Source: an optimization exercise on an open RTL-to-GDS flow (aim: small area, a short achievable clock period and few clock cycles per item). Production flows keep margins and buffers that such runs may drop. RTL that was checked went through simulation tests only; none was proved equivalent to the original. Power and IR drop assume default switching activity.

==> flow/design.v (excerpt) <==
module pcmon_top (
    input  wire       clk,
    input  wire       rst_n,        
    input  wire       rst_in_n,     
    input  wire       rx_valid,
    input  wire       rx_err,
    input  wire [7:0] rx_data,
    output wire       rx_ready,
    output reg  [7:0] duty1,
    output reg  [7:0] duty2,
    output reg  [7:0] duty3,
    output reg  [7:0] duty4,
    output reg        net_tx,
    output reg        net_rx,
    output reg        act,
    output wire       busy,
    output wire       pix_valid,
    output wire [6:0] pix_x,
    output wire [5:0] pix_y,
    output wire       pix_on,
    output wire       pix_flush,
    input  wire       pix_ready
);
    localparam [1:0] K_RESET  = 2'd0;
    localparam [1:0] K_SETIND = 2'd1;
    localparam [1:0] K_NET    = 2'd2;
    localparam [1:0] K_RENDER = 2'd3;
    wire        idle;
    wire        svc       = idle;
    assign      busy      = ~idle;
    assign      rx_ready  = svc & rst_in_n;
    wire        byte_take = rx_ready & rx_valid & ~rx_err;
    wire        fin, len0, ok;
    wire [1:0]  kind;
    wire        qshift;
    wire [5:0]  q0;
    wire [7:0]  q5, q6, q7;
    pcmon_decoder u_dec (
        .clk       (clk),
        .rst_n     (rst_n),
        .byte_valid(byte_take),
        .byte_in   (rx_data),
        .shift_ext (qshift),
        .fin       (fin),
        .len0      (len0),
        .kind_o    (kind),
        .ok_o      (ok),
        .q0        (q0),
        .q5        (q5),
        .q6        (q6),
        .q7        (q7)
    );
    wire fin_render = fin & ok & (kind == K_RENDER);
    wire fin_setind = fin & ok & (kind == K_SETIND);
    wire fin_net    = fin & ok & (kind == K_NET);
    wire fin_reset  = (fin | len0) & (kind == K_RESET);
    wire render_start = byte_take & fin_render;
    pcmon_render u_render (
        .clk       (clk),
        .rst_n     (rst_n),
        .start     (render_start),
        .q0        (q0),
        .qshift    (qshift),
        .idle      (idle),
        .pix_valid (pix_valid),
        .pix_x     (pix_x),
        .pix_y     (pix_y),
        .pix_on    (pix_on),
        .pix_flush (pix_flush),
        .pix_ready (pix_ready)
    );
    wire clr_duty = ~rst_in_n | (rx_valid & ~rx_err & fin_reset);
  ...
For scale: roughly 700 cells after synthesis, roughly 67 I/O pins.
Settings: LEC_CHECK=0, CAP_MARGIN=20, CORE_MARGIN=2, CORE_UTILIZATION=40, CTS_BUF_LIST=sky130_fd_sc_hd__clkbuf_4 sky130_fd_sc_hd__clkbuf_8, CTS_CLUSTER_SIZE=40, SETUP_SLACK_MARGIN=4.3, SLEW_MARGIN=20; clock period 7.5 ns.
standard.sh (not shown) runs the stock make flow with config.mk's settings and CLKGATE_MAP_FILE= SYNTH_SCRIPT=/design/flow/synth_recipe.tcl, a recipe that flattens the netlist after the stock synthesis.
==> flow/flow/run.sh <==
#!/bin/bash
# The standard layout, with every port buffered by a plain sky130 buffer
# (buf_1) instead of the delay buffer buffer_ports picks by itself, and a
# clock tree of clkbuf_4/clkbuf_8 cells without dummy loads.
set -euo pipefail
export BUFFER_PORTS_ARGS="-buffer_cell sky130_fd_sc_hd__buf_1"
export CTS_ARGS="-sink_clustering_enable -repair_clock_nets -sink_clustering_size 25 -sink_clustering_max_diameter 60 -buf_list {sky130_fd_sc_hd__clkbuf_4 sky130_fd_sc_hd__clkbuf_8} -root_buf sky130_fd_sc_hd__clkbuf_8 -dont_use_dummy_load"
bash standard.sh > standard.log 2>&1
The starting point finished clean.
Testbench counts at the start, summed over its fixed seeds: cycles 133,748, frames 384.
Then changed:
==> flow/flow/run.sh (replaced) <==
#!/bin/bash
# The standard layout, with every port buffered by a plain sky130 buffer
# (buf_1) instead of the delay buffer buffer_ports picks by itself, and a
# clock tree of clkbuf_4/clkbuf_8 cells without dummy loads.
set -euo pipefail
export BUFFER_PORTS_ARGS="-buffer_cell sky130_fd_sc_hd__buf_1"
export CTS_ARGS="-sink_clustering_enable -repair_clock_nets -sink_clustering_size 30 -sink_clustering_max_diameter 100 -buf_list {sky130_fd_sc_hd__clkbuf_8} -root_buf sky130_fd_sc_hd__clkbuf_8 -dont_use_dummy_load"
bash standard.sh > standard.log 2>&1
Settings changed: CAP_MARGIN 20 to 5, CTS_BUF_LIST sky130_fd_sc_hd__clkbuf_4 sky130_fd_sc_hd__clkbuf_8 to unset, CTS_CLUSTER_SIZE 40 to unset, SLEW_MARGIN 20 to 5.
What happened:
- The changed run passed the timing, design-rule and antenna checks
- non-clock buffer count is unchanged
- core utilization does not change
- final cell count does not change
- wire length does not change
- register-to-register slack barely changes
Then changed:
Settings changed: CAP_MARGIN 5 to 20, SETUP_SLACK_MARGIN 4.3 to 4.15, SLEW_MARGIN 5 to 20.
Outcome: The changed run passed the timing, design-rule and antenna checks. Global-route usage is lower by 0.57 points. Cell count hardly moves. Sequential share of layout area is about the same. Wire length is lower by 1.0%. Die area stays the same. Fmax barely changes. Power barely changes. Worst setup slack loses 0.0098 ns. Non-clock buffer count is lower by 1. Critical path depth stays the same. Synthesized cell count stays the same.

run A:
Another version of the RTL of pcmon_top (not shown whole).
Size in the first run: about 680 cells after synthesis, about 170 flip-flops, ~67 I/O pins.
Settings: LEC_CHECK=0, CAP_MARGIN=20, CORE_MARGIN=2, CORE_UTILIZATION=40, SETUP_SLACK_MARGIN=4.5, SLEW_MARGIN=20; clock period 7.5 ns.
==> flow/flow/run.sh <==
#!/bin/bash
# The standard layout, with every port buffered by a plain sky130 buffer
# (buf_1) instead of the delay buffer buffer_ports picks by itself, and a
# clock tree of clkbuf_4/clkbuf_8 cells without dummy loads.
set -euo pipefail
export BUFFER_PORTS_ARGS="-buffer_cell sky130_fd_sc_hd__buf_1"
export CTS_ARGS="-sink_clustering_enable -repair_clock_nets -sink_clustering_size 30 -sink_clustering_max_diameter 100 -buf_list {sky130_fd_sc_hd__clkbuf_8} -root_buf sky130_fd_sc_hd__clkbuf_8 -dont_use_dummy_load"
bash standard.sh > standard.log 2>&1
Run A ran to completion and came out clean on the timing, design-rule and antenna checks.
Testbench counts of run A, summed over its fixed seeds: cycles 133,748, frames 384.
Changes in run B relative to run A:
# run A
export LEC_CHECK = 0
export CAP_MARGIN = 20
export CORE_MARGIN = 2
export CORE_UTILIZATION = 40
export SETUP_SLACK_MARGIN = 4.5
export SLEW_MARGIN = 20
create_clock -name core_clock -period 7.5 [get_ports {clk}]
# run B
export LEC_CHECK = 0
export CAP_MARGIN = 20
export CORE_MARGIN = 2
export CORE_UTILIZATION = 40
export SETUP_SLACK_MARGIN = 4.3
export SLEW_MARGIN = 20
create_clock -name core_clock -period 7.5 [get_ports {clk}]
==> run summary <==
- Of run A and run B, the lower routed wire length belongs to run A.
- Compare run A and run B | met1 track utilization from global routing higher: run A
- First-pass GRT wire length: run B < run A
- Delta (run B minus run A): placement-stage worst setup slack -0.015 ns; mean routed wirelength per cell +0.22 um.

Another version of the RTL of pcmon_top (not shown whole).
Size: roughly 720 cells after synthesis, about 170 flip-flops, ~8100 sq um of cells after synthesis.
==> flow/design.v (excerpt) <==
module pcmon_top (
    input  wire       clk,
    input  wire       rst_n,        
    input  wire       rst_in_n,     
    input  wire       rx_valid,
    input  wire       rx_err,
    input  wire [7:0] rx_data,
    output wire       rx_ready,
    output reg  [7:0] duty1,
    output reg  [7:0] duty2,
    output reg  [7:0] duty3,
    output reg  [7:0] duty4,
    output reg        net_tx,
    output reg        net_rx,
    output reg        act,
    output wire       busy,
    output wire       pix_valid,
    output wire [6:0] pix_x,
    output wire [5:0] pix_y,
    output wire       pix_on,
    output wire       pix_flush,
    input  wire       pix_ready
);
    localparam [1:0] K_RESET  = 2'd0;
    localparam [1:0] K_SETIND = 2'd1;
    localparam [1:0] K_NET    = 2'd2;
    localparam [1:0] K_RENDER = 2'd3;
    wire        svc       = ~busy;
    assign      rx_ready  = svc & rst_in_n;
    wire        byte_take = rx_ready & rx_valid & ~rx_err;
    wire        fin, len0, ok;
    wire [1:0]  kind;
    wire        qshift;
    wire [5:0]  q0;
    wire [7:0]  q5, q6, q7;
    pcmon_decoder u_dec (
        .clk       (clk),
        .rst_n     (rst_n),
        .byte_valid(byte_take),
        .byte_in   (rx_data),
        .shift_ext (qshift),
        .fin       (fin),
        .len0      (len0),
        .kind_o    (kind),
        .ok_o      (ok),
        .q0        (q0),
        .q5        (q5),
        .q6        (q6),
        .q7        (q7)
    );
    wire fin_render = fin & ok & (kind == K_RENDER);
    wire fin_setind = fin & ok & (kind == K_SETIND);
    wire fin_net    = fin & ok & (kind == K_NET);
    wire fin_reset  = (fin | len0) & (kind == K_RESET);
    wire render_start = byte_take & fin_render;
    pcmon_render u_render (
        .clk       (clk),
        .rst_n     (rst_n),
        .start     (render_start),
        .q0        (q0),
        .qshift    (qshift),
        .busy      (busy),
        .pix_valid (pix_valid),
        .pix_x     (pix_x),
        .pix_y     (pix_y),
        .pix_on    (pix_on),
        .pix_flush (pix_flush),
        .pix_ready (pix_ready)
    );
    wire clr_duty = ~rst_in_n | (rx_valid & ~rx_err & fin_reset);
    wire ld_duty  = byte_take & fin_setind;
    wire clr_net  = ~rst_in_n;
  ...
Settings: LEC_CHECK=0, CAP_MARGIN=20, CORE_MARGIN=2, CORE_UTILIZATION=40, SETUP_SLACK_MARGIN=4.3, SLEW_MARGIN=20; clock period 7.5 ns.
==> flow/flow/run.sh <==
#!/bin/bash
# The standard layout, with every port buffered by a plain sky130 buffer
# (buf_1) instead of the delay buffer buffer_ports picks by itself.
set -euo pipefail
export BUFFER_PORTS_ARGS="-buffer_cell sky130_fd_sc_hd__buf_1"
bash standard.sh > standard.log 2>&1
The first run produced a clean layout.
Then changed:
--- a/flow/config.mk
+++ b/flow/config.mk
@@ -9,4 +9,6 @@
 export CORE_MARGIN = 2
 export CORE_UTILIZATION = 40
-export SETUP_SLACK_MARGIN = 4.3
+export CTS_BUF_LIST = sky130_fd_sc_hd__clkbuf_4 sky130_fd_sc_hd__clkbuf_8
+export CTS_CLUSTER_SIZE = 40
+export SETUP_SLACK_MARGIN = 4.0
 export SLEW_MARGIN = 20
The changed run ran to the end with no violations.
Die area is unchanged.
Synthesized cell count does not change.
First-iteration DRC count went up by a few percent.
Via count went down slightly.
Core utilization went down by 1.2 points.
Power went down by a little under a tenth.
Sequential power barely changes.
Worst setup slack gets worse by 0.093 ns.
Function was not checked in any run of this note: the RTL went through the layout flow alone.

Setup of run G:
pcmon_top, a different RTL version from the one above (not shown whole).
Size in the first run: roughly 67 I/O pins.
// pcmon_top
module pcmon_top (
    input  wire       clk,
    input  wire       rst_n,        
    input  wire       rst_in_n,     
    input  wire       rx_valid,
    input  wire       rx_err,
    input  wire [7:0] rx_data,
    output wire       rx_ready,
    output reg  [7:0] duty1,
    output reg  [7:0] duty2,
    output reg  [7:0] duty3,
    output reg  [7:0] duty4,
    output reg        net_tx,
    output reg        net_rx,
    output reg        act,
    output wire       busy,
    output wire       pix_valid,
    output wire [6:0] pix_x,
    output wire [5:0] pix_y,
    output wire       pix_on,
    output wire       pix_flush,
    input  wire       pix_ready
);
    localparam [1:0] K_RESET  = 2'd0;
    localparam [1:0] K_SETIND = 2'd1;
    localparam [1:0] K_NET    = 2'd2;
    localparam [1:0] K_RENDER = 2'd3;
    wire        svc       = ~busy;
    assign      rx_ready  = svc & rst_in_n;
    wire        byte_take = rx_ready & rx_valid & ~rx_err;
    wire        fin, len0, ok;
    wire [1:0]  kind;
    wire        qshift;
    wire [5:0]  q0;
    wire [7:0]  q5, q6, q7;
    pcmon_decoder u_dec (
        .clk       (clk),
        .rst_n     (rst_n),
        .byte_valid(byte_take),
        .byte_in   (rx_data),
        .shift_ext (qshift),
        .fin       (fin),
        .len0      (len0),
        .kind_o    (kind),
        .ok_o      (ok),
        .q0        (q0),
        .q5        (q5),
        .q6        (q6),
        .q7        (q7)
    );
    wire fin_render = fin & ok & (kind == K_RENDER);
    wire fin_setind = fin & ok & (kind == K_SETIND);
    wire fin_net    = fin & ok & (kind == K_NET);
    wire fin_reset  = (fin | len0) & (kind == K_RESET);
    wire render_start = byte_take & fin_render;
    pcmon_render u_render (
        .clk       (clk),
        .rst_n     (rst_n),
        .start     (render_start),
        .q0        (q0),
        .qshift    (qshift),
        .busy      (busy),
        .pix_valid (pix_valid),
  ...
export LEC_CHECK = 0
export CAP_MARGIN = 20
export CORE_MARGIN = 2
export CORE_UTILIZATION = 40
export SLEW_MARGIN = 20
create_clock -name core_clock -period 7.5 [get_ports {clk}]
Scripts as last shown in full above: flow/flow/run.sh
The final layout from run G, which completed every stage, passed the timing, design-rule and antenna checks at the end of the flow.
Input changes introduced in run K (baseline for comparison: run G):
- putting SETUP_SLACK_MARGIN at 4.0 where nothing was set
Notes after the runs:
Run K finished end to end and its layout was clean on timing, DRC and antenna. Run K: final total power higher than run G. Slew of the pin with the lowest slew margin, run K and run G, lower one = run K. Register share of the cell area, run K and run G, higher one = run G. From run G to run K, worst hold path cell count did not move at all. Worst setup slack before clock tree synthesis in run K is 0.22 ns below run G. Going from run G to run K, final area has increased; post-cts sizing count rose 1; global-route usage shows no meaningful change.
Function was not checked in any run of this note: the RTL went through the layout flow alone.

pcmon_top, a different RTL version from the one above (not shown whole).
Size: about 160 flip-flops, ~7100 µm² of cells after synthesis.
Settings: LEC_CHECK=0, CAP_MARGIN=20, CORE_MARGIN=2, CORE_UTILIZATION=40, SETUP_SLACK_MARGIN=4.4, SLEW_MARGIN=20; clock period 7.5 ns.
==> flow/flow/run.sh <==
#!/bin/bash
# The standard layout, with every port buffered by a plain sky130 buffer
# (buf_1) instead of the delay buffer buffer_ports picks by itself, and a
# clock tree of clkbuf_4/clkbuf_8 cells without dummy loads.
set -euo pipefail
export BUFFER_PORTS_ARGS="-buffer_cell sky130_fd_sc_hd__buf_1"
export CTS_ARGS="-sink_clustering_enable -repair_clock_nets -sink_clustering_size 30 -sink_clustering_max_diameter 100 -buf_list {sky130_fd_sc_hd__clkbuf_8} -root_buf sky130_fd_sc_hd__clkbuf_8 -dont_use_dummy_load"
bash standard.sh > standard.log 2>&1
The baseline passed the timing, design-rule and antenna checks.
Testbench counts at the start, summed over its fixed seeds: cycles 133,748, frames 384.
Edit:
- SETUP_SLACK_MARGIN: 4.4 -> 4.2
Outcome: The changed run finished with timing, DRC and antenna clean; clock-buffer cell count does not change; global-route usage fell by 0.50 points; hold slack barely changes; power barely changes; synthesized area does not change; sequential share of layout area grows by 0.67 points; via count hardly moves.
Edit:
- CORE_UTILIZATION: 40 -> 50
- SETUP_SLACK_MARGIN: 4.2 -> 4.3
What happened: The new run ran to the end with no violations. Wire length fell by 3.7%. Sequential share of layout area stays flat. Via count fell by 1.6%. Fmax hardly moves. Clock skew fell by 0.0063 ns. Worst setup slack gains 0.0093 ns. Design area hardly moves. Count of clock-buffer cells in the layout does not change. Area after synthesis does not change. Hold slack gains 0.0038 ns. Power fell by 0.72%.
Edit:
- CORE_UTILIZATION: 50 -> 40
Outcome:
- The changed run passed the timing, design-rule and antenna checks
- total power rose by 0.99%
- clock skew falls by 0.0073 ns
- flip-flop and latch count does not change
- worst hold slack barely changes
- cell area climbs by 0.99%
- setup slack improves by 0.0058 ns
- combinational power climbs by 4.0%
- die area is higher by 24%
Edit:
==> flow/flow/run.sh (replaced) <==
#!/bin/bash
# The standard layout, with every port buffered by a plain sky130 buffer
# (buf_1) instead of the delay buffer buffer_ports picks by itself, and a
# clock tree of clkbuf_4/clkbuf_8 cells without dummy loads.
set -euo pipefail
export BUFFER_PORTS_ARGS="-buffer_cell sky130_fd_sc_hd__buf_1"
export CTS_ARGS="-sink_clustering_enable -sink_clustering_size 24 -sink_clustering_max_diameter 150 -sink_clustering_levels 1 -buf_list {sky130_fd_sc_hd__clkbuf_8} -root_buf sky130_fd_sc_hd__clkbuf_8 -repair_clock_nets -dont_use_dummy_load"
bash standard.sh > standard.log 2>&1
After rerunning: Design area does not change. Flip-flop and latch count does not change. Wire length is unchanged. Global-route usage does not change.

## JK
pcmon_top, a different RTL version from the one above (not shown whole).
Size: about 170 flip-flops, ~7700 um2 of cells after synthesis.
clock: 7.5 ns
lec_check: 0
cap_margin: 20
core_margin: 2
core_utilization: 40
setup_slack_margin: 4.3
slew_margin: 20
==> flow/flow/run.sh <==
#!/bin/bash
# The standard layout, with every port buffered by a plain sky130 buffer
# (buf_1) instead of the delay buffer buffer_ports picks by itself, and a
# clock tree of clkbuf_4/clkbuf_8 cells without dummy loads.
set -euo pipefail
export BUFFER_PORTS_ARGS="-buffer_cell sky130_fd_sc_hd__buf_1"
export CTS_ARGS="-repair_clock_nets -buf_list {sky130_fd_sc_hd__clkbuf_8} -root_buf sky130_fd_sc_hd__clkbuf_8 -dont_use_dummy_load"
bash standard.sh > standard.log 2>&1
What MS does differently from JK at the input level:
--- a/flow/flow/run.sh
+++ b/flow/flow/run.sh
@@ -6,3 +6,3 @@
 export BUFFER_PORTS_ARGS="-buffer_cell sky130_fd_sc_hd__buf_1"
-export CTS_ARGS="-repair_clock_nets -buf_list {sky130_fd_sc_hd__clkbuf_8} -root_buf sky130_fd_sc_hd__clkbuf_8 -dont_use_dummy_load"
+export CTS_ARGS="-sink_clustering_enable -repair_clock_nets -sink_clustering_size 30 -sink_clustering_max_diameter 100 -buf_list {sky130_fd_sc_hd__clkbuf_8} -root_buf sky130_fd_sc_hd__clkbuf_8 -dont_use_dummy_load"
 bash standard.sh > standard.log 2>&1
Notes after the runs:
- Reported for JK and MS, layout overhead on the synthesized area turned out identical to the last digit.
- JK → MS: time the final worst path needs with I/O delays and setup was more or less identical, height of the die was more or less identical, total clock buffers created by CTS was more or less identical, pre-CTS setup slack was more or less identical, register share of the cell area was more or less identical.
- Re minimum setup slack in the final design: no difference whatsoever between JK and MS.
- JK -> MS: total of cells resized after clock tree synthesis delta 0, exact match
No functional check of the RTL was part of any run of this note.

## re-timing with driven ports
How much do the figures lean on ideal ports? The routed layouts below were timed once more, with nothing changed but the port constraints.
Step 1 sets driving cells, clkbuf_16 on the clock port and buf_2 on the other inputs (assumed; they add their load-dependent delay and slew).
Step 2 adds t to the input delays and takes it off the output delays; t is the mean of the earliest and latest rising clock arrival at the registers after step 1. Input paths then give back, and output paths get back, about the clock's delay inside the block.
Slacks: ideal ports / drivers / drivers and shift; pairs: ideal ports / drivers.
run | t, ns | setup WS [ns] | worst slew at a driven data input, ns
the first run of note 1 | 0.484 | 4.147 / 4.107 / 3.947 | 0.06
the second run of note 1 | 0.484 | 4.147 / 4.107 / 3.947 | 0.06
the third run of note 1 | 0.475 | 4.137 / 4.097 / 3.944 | 0.05
run A | 0.481 | 4.147 / 4.108 / 4.108 | 0.05
run B | 0.480 | 4.144 / 4.106 / 4.012 | 0.05
the first run of note 3 | 0.467 | 4.157 / 4.116 / 3.985 | 0.05
the second run of note 3 | 0.487 | 4.063 / 4.040 / 3.697 | 0.04
run G | 0.472 | 3.884 / 3.857 / 3.800 | 0.04
run K | 0.465 | 4.101 / 4.077 / 3.812 | 0.03
the first run of note 5 | 0.477 | 4.197 / 4.127 / 3.984 | 0.07
the second run of note 5 | 0.472 | 4.176 / 4.117 / 3.727 | 0.06
the third run of note 5 | 0.471 | 4.185 / 4.147 / 3.946 | 0.05
the fourth run of note 5 | 0.479 | 4.191 / 4.152 / 3.955 | 0.06
the fifth run of note 5 | 0.479 | 4.191 / 4.152 / 3.955 | 0.06
JK | 0.478 | 4.145 / 4.104 / 3.902 | 0.05
MS | 0.478 | 4.145 / 4.104 / 3.902 | 0.05
After both steps setup and hold are still met in every run listed. For the second run of note 5, which loses most, drivers alone change the setup slack by -0.059 ns; drivers and shift together by -0.449 ns.
